This is an optimization exercise on Yosys and OpenROAD, whose aim is small area, a short achievable clock period and few clock cycles, not a production implementation.
Function was checked by simulation only, so behaviour that the tests miss may differ from the original.
Power figures rest on the tool's default switching activity, not on a simulated workload.

File: design.v
module intlit_parse (
    input  wire        clk,
    input  wire        rst,
    input  wire        cmd_valid,
    output wire        cmd_ready,
    input  wire [31:0] cmd,
    input  wire [31:0] soft_code,
    input  wire [31:0] hard_code,
    input  wire        tok_empty,
    input  wire        ch_valid,
    output wire        ch_ready,
    input  wire [7:0]  ch_data,
    input  wire        ch_last,
    output wire        rsp_valid,
    input  wire        rsp_ready,
    output reg  [3:0]  rsp_status,
    output reg  [31:0] rsp_code,
    output reg  [31:0] rsp_word0,
    output reg  [31:0] rsp_word1
);
    localparam [3:0] ST_OK       = 4'h0;
    localparam [3:0] ST_NOMATCH  = 4'h1;
    localparam [3:0] ST_RANGE    = 4'h2;
    localparam [3:0] ST_REF_CMD  = 4'h8;
    localparam [3:0] ST_REF_TYPE = 4'h9;
    localparam [1:0] S_IDLE = 2'd0;
    localparam [1:0] S_TOK  = 2'd1;
    localparam [1:0] S_DONE = 2'd2;
    localparam [1:0] S_RESP = 2'd3;
    localparam [3:0] P_START  = 4'd0;   
    localparam [3:0] P_NEG    = 4'd1;   
    localparam [3:0] P_BANG   = 4'd2;   
    localparam [3:0] P_BANG0  = 4'd3;   
    localparam [3:0] P_ZERO   = 4'd4;   
    localparam [3:0] P_HEXPFX = 4'd5;   
    localparam [3:0] P_HEX    = 4'd6;   
    localparam [3:0] P_DEC    = 4'd7;   
    localparam [3:0] P_ERR    = 4'd8;   
    reg [1:0]  state;
    reg [3:0]  pstate;
    reg [31:0] cmd_q;
    reg [31:0] soft_q;
    reg [31:0] hard_q;
    reg        neg_q;
    reg        raw_q;
    reg [63:0] acc;
    reg        ovf;
    assign cmd_ready = (state == S_IDLE);
    assign ch_ready  = (state == S_TOK);
    assign rsp_valid = (state == S_RESP);
    wire       is_dec   = (ch_data >= "0") && (ch_data <= "9");
    wire       is_lhex  = (ch_data >= "a") && (ch_data <= "f");
    wire       is_uhex  = (ch_data >= "A") && (ch_data <= "F");
    wire       is_hex   = is_dec || is_lhex || is_uhex;
    wire [3:0] dig_val  = is_dec  ? ch_data[3:0] :
                          is_lhex ? (ch_data[3:0] + 4'd9) :
                                    (ch_data[3:0] + 4'd9);
    wire [67:0] dec_next = {4'b0, acc} * 68'd10 + {64'b0, dig_val};
    wire [63:0] hex_next = {acc[59:0], dig_val};
    wire [3:0] cmd_op   = cmd_q[3:0];
    wire       cmd_f    = cmd_q[4];
    wire       cmd_s    = cmd_q[5];
    wire [7:0] cmd_w    = cmd_q[15:8];
    wire cmd_illegal = (cmd_op == 4'h0) || (cmd_op > 4'h4) ||
                       (cmd_q[7:6] != 2'b00) || (cmd_q[31:16] != 16'h0000);
    wire cmd_not_parse_i = (cmd_op != 4'h1) || cmd_f;
    wire type_bad = (cmd_w == 8'd0) || (cmd_w > 8'd64);
    wire [6:0] w7 = cmd_w[6:0];
    wire [63:0] mask_w   = (w7 >= 7'd64) ? {64{1'b1}} : ((64'd1 << w7) - 64'd1);
    wire [63:0] mask_wm1 = (64'd1 << (w7 - 7'd1)) - 64'd1;
    wire [63:0] half     = 64'd1 << (w7 - 7'd1);
    wire fits_w   = !ovf && ((acc & ~mask_w) == 64'd0);
    wire fits_wm1 = !ovf && ((acc & ~mask_wm1) == 64'd0);
    wire is_half  = !ovf && (acc == half);
    wire is_zero  = !ovf && (acc == 64'd0);
    wire form_dec = (pstate == P_ZERO) || (pstate == P_DEC);
    wire form_hex = (pstate == P_HEX);
    reg in_range;
    always @(*) begin
        if (form_hex && (raw_q || !neg_q))
            in_range = fits_w;
        else if (neg_q)
            in_range = cmd_s ? (fits_wm1 || is_half) : is_zero;
        else
            in_range = cmd_s ? fits_wm1 : fits_w;
    end
    wire [63:0] value   = neg_q ? (64'd0 - acc) : acc;
    wire [63:0] low_w   = value & mask_w;
    wire        sign_w  = cmd_s && ((value & half) != 64'd0);
    wire [63:0] pattern = sign_w ? (low_w | ~mask_w) : low_w;
    reg [3:0]  res_status;
    reg [31:0] res_code;
    reg [31:0] res_word0;
    reg [31:0] res_word1;
    always @(*) begin
        res_status = ST_OK;
        res_code   = 32'd0;
        res_word0  = 32'd0;
        res_word1  = 32'd0;
        if (cmd_illegal || cmd_not_parse_i) begin
            res_status = ST_REF_CMD;
        end else if (type_bad) begin
            res_status = ST_REF_TYPE;
        end else if (!(form_dec || form_hex)) begin
            res_status = ST_NOMATCH;
            res_code   = soft_q;
        end else if (!in_range) begin
            res_status = ST_RANGE;
            res_code   = hard_q;
        end else begin
            res_word0 = pattern[31:0];
            res_word1 = (cmd_w > 8'd32) ? pattern[63:32] : 32'd0;
        end
    end
    always @(posedge clk) begin
        if (rst) begin
            state <= S_IDLE;
        end else begin
            case (state)
                S_IDLE: if (cmd_valid) state <= tok_empty ? S_DONE : S_TOK;
                S_TOK:  if (ch_valid && ch_last) state <= S_DONE;
                S_DONE: state <= S_RESP;
                S_RESP: if (rsp_ready) state <= S_IDLE;
                default: state <= S_IDLE;
            endcase
        end
    end
    always @(posedge clk) begin
        if (state == S_IDLE && cmd_valid) begin
            cmd_q  <= cmd;
            soft_q <= soft_code;
            hard_q <= hard_code;
            pstate <= P_START;
            neg_q  <= 1'b0;
            raw_q  <= 1'b0;
            acc    <= 64'd0;
            ovf    <= 1'b0;
        end else if (state == S_TOK && ch_valid) begin
            case (pstate)
                P_START: begin
                    if (ch_data == "-")      pstate <= P_NEG;
                    else if (ch_data == "!") pstate <= P_BANG;
                    else if (ch_data == "0") pstate <= P_ZERO;
                    else if (is_dec) begin
                        pstate <= P_DEC;
                        acc    <= {60'd0, dig_val};
                    end else                 pstate <= P_ERR;
                    if (ch_data == "-") neg_q <= 1'b1;
                    if (ch_data == "!") raw_q <= 1'b1;
                end
                P_NEG: begin
                    if (ch_data == "0") pstate <= P_ZERO;
                    else if (is_dec) begin
                        pstate <= P_DEC;
                        acc    <= {60'd0, dig_val};
                    end else            pstate <= P_ERR;
                end
                P_BANG:  pstate <= (ch_data == "0") ? P_BANG0  : P_ERR;
                P_BANG0: pstate <= (ch_data == "x") ? P_HEXPFX : P_ERR;
                P_ZERO: begin
                    if (ch_data == "x") pstate <= P_HEXPFX;
                    else if (is_dec) begin
                        pstate <= P_DEC;
                        acc    <= {60'd0, dig_val};
                    end else            pstate <= P_ERR;
                end
                P_HEXPFX: begin
                    if (is_hex) begin
                        pstate <= P_HEX;
                        acc    <= {60'd0, dig_val};
                    end else    pstate <= P_ERR;
                end
                P_HEX: begin
                    if (is_hex) begin
                        acc <= hex_next;
                        if (acc[63:60] != 4'd0) ovf <= 1'b1;
                    end else    pstate <= P_ERR;
                end
                P_DEC: begin
                    if (is_dec) begin
                        acc <= dec_next[63:0];
                        if (dec_next[67:64] != 4'd0) ovf <= 1'b1;
                    end else    pstate <= P_ERR;
                end
                default: pstate <= P_ERR;
            endcase
        end
    end
    always @(posedge clk) begin
        if (state == S_DONE) begin
            rsp_status <= res_status;
            rsp_code   <= res_code;
            rsp_word0  <= res_word0;
            rsp_word1  <= res_word1;
        end
    end
endmodule
File: run.sh
#!/bin/bash
# synth_recipe.tcl (not shown) runs the flow's synth.tcl, then flattens the netlist and writes it again
# the make line also repeats each setting of config.mk as NAME=value (left out here)
make -C /OpenROAD-flow-scripts/flow DESIGN_CONFIG=/design/flow/config.mk WORK_HOME=/design/flow/orfs CLKGATE_MAP_FILE= SYNTH_SCRIPT=/design/flow/synth_recipe.tcl finish
File: config.mk
export PLATFORM = sky130hd
export DESIGN_NAME = intlit_parse
export DESIGN_NICKNAME = intlit_parse
export VERILOG_FILES = /design/flow/design.v
export SDC_FILE = /design/flow/constraint.sdc
export NUM_CORES = 4
export LEC_CHECK = 0
export CAP_MARGIN = 20
export CORE_MARGIN = 2
export CORE_UTILIZATION = 40
export SLEW_MARGIN = 20
File: constraint.sdc
create_clock -name core_clock -period 7.0 [get_ports {clk}]
set_input_delay 1.4000 -clock core_clock [delete_from_list [all_inputs] [get_ports {clk}]]
set_output_delay 1.4000 -clock core_clock [all_outputs]
set_load 0.01 [all_outputs]
==> flow_summary_export.csv <==
group,metric,value,unit
outcome,status,"no timing/DRC/antenna violations",
placed_design,placed_cells,4168,
cts,ctsResizeCount,0,
synthesis,synth.top_cell.area_share,22.9,%
sta,slew_headroom,19.2,%
power_and_ir_drop,power_density,210,nW/um^2
finish,final_cells,4224,
placed_design,gp_congestion,1.06,
floorplan,start_util,40.5,%
finish,final_common_cell,"nor2_1",
cts,cts_setup_buffers,0,
sta,finalHoldViolCount,0,
critical_path,worstPathMaxFanout,6,
synthesis,yosysTopAreaCell,"edfxtp_1",
synthesis,synth.distinct_cells,110,
cts,postCtsHoldBufs,0,
grt,grt_max_degree,130,
floorplan,num_io_pins,214,
critical_path,cp-start-kind,"primary input",
sta,setup_violations,0,
worst_hold_path,hp-class,"register to register",
cts,cts_sinks,268,
routing,num_vias,28500,
routing,drc,0,
placed_design,pre_cts_ws,98.5,ps
cts,clk_path_buf_depth,3,
synthesis,synthTopCellsByArea,"edfxtp_1 23%, ha_1 6.8%, dfxtp_1 5.7%, nor2_1 5.3%, a21oi_1 5.0%",
floorplan,die_area,66000,sq um
sta,rsz0062_at_grt,"false",
routing,drtPass1Iterations,7,
grt,grt_overflow,0,
critical_path,endpoint_kind,"register",
routing,routed_wirelength,133000,um
routing,drtIter0Drc,4109,
finish,layout_common_cells,"358 x nor2_1, 275 x nand2_1, 258 x a21oi_1",
routing,route.top_layer_used,"met5",
finish,drive_gt1_share,9.18,%
sta,finClkSkew,32.9,ps
cts,htree_levels,1,
synthesis,postSynthAreaPerCell,8.00,sq um
sta,whs,531,ps
grt,grt_pass1_vias,26700,
grt,grt.total_usage,38.8,%
finish,nets,3606,
critical_path,r2r-start,"acc[7]",
power_and_ir_drop,p_leak,10.8,nW
power_and_ir_drop,ir_drop,0.205,mV
routing,wl_met2,56200,um
sta,finalWorstSetupSlack,626,ps
critical_path,startpoint,"ch_data[0]",
grt,grt_pass1_wl,189000,um
cts,root_buffer,"clkbuf_16",
grt,antenna_found_initial,5,
sta,min_period_over_period,91.1,%
critical_path,cp.arrival,6940,ps
routing,wl_per_cell,31.5,um
worst_hold_path,min-delay-start,"hard_q[24]",
synthesis,yosysSeqAreaShare,28.6,%
cts,clk_latency,640,ps
synthesis,synth-edff-count,195,
routing,routed-wl-met3,14500,um
synthesis,yosysWarnings,1,
routing,ant_nets,0,
synthesis,ys_async_sr_fraction,0,%
critical_path,path_class,"primary input to register",
routing,drt-vias-per-instance,6.75,
synthesis,synth_ff_type,"edfxtp_1",
sta,fin_crit,6370,ps
synthesis,synth_area,25600,sq um
placed_design,hpwl,104000,um
flow_run,maxCapViolations,0,
sta,tns,0,ps
finish,post-route-util,47.6,%
cts,cts_tree,"yes",
floorplan,die_h,257,um
sta,max_freq,157,MHz
critical_path,cp_data_required_time,7570,ps
routing,wl_met1,53200,um
placed_design,port_buffers,212,
synthesis,ys_ff_latch,268,
floorplan,row_count,92,
sta,worst_pin_slew,1200,ps
synthesis,netlist_instances,3199,
floorplan,core-area,63200,sq um
cts,numCtsBuffers,30,
sta,drv_slew,0,
synthesis,synth_fp_nets,3451,
cts,cts.reportedPaths.clkPinSlew,60,ps
floorplan,die_x,257,um
finish,syn2layout_area_growth,17.6,%
[final cells by class]
type,count,area (sq um)
antenna,2,5.00
clock buffer,33,762
clock inverter,21,163
fill,6238,33100
inverter,66,253
multi-input combinational,2609,17100
sequential,268,7320
tap,846,1060
timing repair buffer,379,3450
[cell usage after synthesis (30+ instances only)]
master and instances:
nand4_1 67, clkbuf_1 195, a22o_1 44, buf_2 39, inv_1 61, nand3_1 106, a211oi_1 45, xor2_1 71
or3_1 33, a22oi_1 35, a21oi_1 258, nand2_1 275, edfxtp_1 195, o211ai_1 38, xnor2_1 140, nor3_1 107
ha_1 139, dfxtp_1 73, mux2i_1 44, nor4_1 53, nor2_1 361, a21o_1 30, o21ai_0 181, a31oi_1 35
[registers in the layout, summed over array words and instances, names as in the netlist, 2 cells and up]
signal	flops
pstate	4
rsp_status	3
soft_q	32
rsp_code	32
rsp_word0	32
rsp_word1	32
acc	64
state	2
cmd_q	32
hard_q	32
[through the flow]
step	power, W	area (sq um)
finish	0.00633	30100
global route	0.00649	30100
CTS	0.00625	30100
detailed placement	0.00473	29200
global placement	0.00474	29100
floorplan	0.00347	25600
[final timing paths]
kind	end	slack (ps)	cells past startpoint
hold / removal	rsp_code[24]	530	1
setup reg to reg	acc[61]	830	14
hold reg to reg	rsp_code[24]	530	1
setup / recovery	acc[51]	630	21
[routing by layer]
metal  vias to the layer above  track usage [%]
li1                      12400                -
met1                     13700             50.7
met2                      1936             58.3
met3                       447             9.60
met4                         2             21.8
met5                         -                0
[power breakdown]
group / total (W) / switching (W) / internal (W) / leakage, nW
clock: 0.00151 / 0.000693 / 0.000821 / 0.433
sequential: 0.00222 / 0.000145 / 0.00207 / 2.44
combinational: 0.00260 / 0.00174 / 0.000861 / 7.88
[critical path: stages]
cell and delay, ps:
clkdlybuf4s50_1 500, inv_1 160, ha_1 220, o311a_1 250, nand3_1 180, buf_4 200
o21ai_0 260, ha_1 230, inv_1 60, fa_1 390, inv_1 70, a21oi_1 70
or2_2 320, nor4_1 280, nand2_1 130, or4_1 520, nor2_1 300, or4b_4 580
or3_1 330, a311o_1 350, a21oi_1 140
[cells by family (layout without fill, tap and decap cells)]
| group | after synthesis | in the layout | share of synthesized area, % |
|---|---|---|---|
| and+or+nand+nor | 1230 | 1230 | 24.2 |
| AOI/OAI and AO/OA | 969 | 969 | 25.7 |
| buffers and inverters | 322 | 499 | 5.05 |
| DFF | 268 | 268 | 28.6 |
| xor gates and xnor gates | 211 | 211 | 7.22 |
| adders and majority gates | 141 | 141 | 6.95 |
| muxes | 57 | 57 | 2.29 |
| other | 1 | 3 | 0.0147 |
Testbench counts, summed over its fixed seeds: cycles 29,419.

re-timing with driven ports:
In the flow no input, the clock included, has a driving cell. The finished layout below was timed again as built, in two steps. Step 1, drivers: a clkbuf_16 drives clk and a buf_2 each remaining input, both assumed. Step 2 adds t to the input delays and takes it off the output delays; t is the mean of the earliest and latest rising clock arrival at the registers after step 1. Input paths then give back, and output paths get back, about the clock's delay inside the block. Three values: no drivers, after step 1, after step 2; two values: the first two.
shift t [ns]: 0.686
setup WS [ns]: 0.626 / 0.667 / -0.019
hold slack, ns: 0.531 / 0.531 / 0.531
slew at the worst register clock pin (ns): 0.06 / 0.06
Met with ideal ports but missed after step 2: setup timing in this run. The setup slack of this run moves by +0.041 ns with the drivers and by -0.645 ns with both steps.
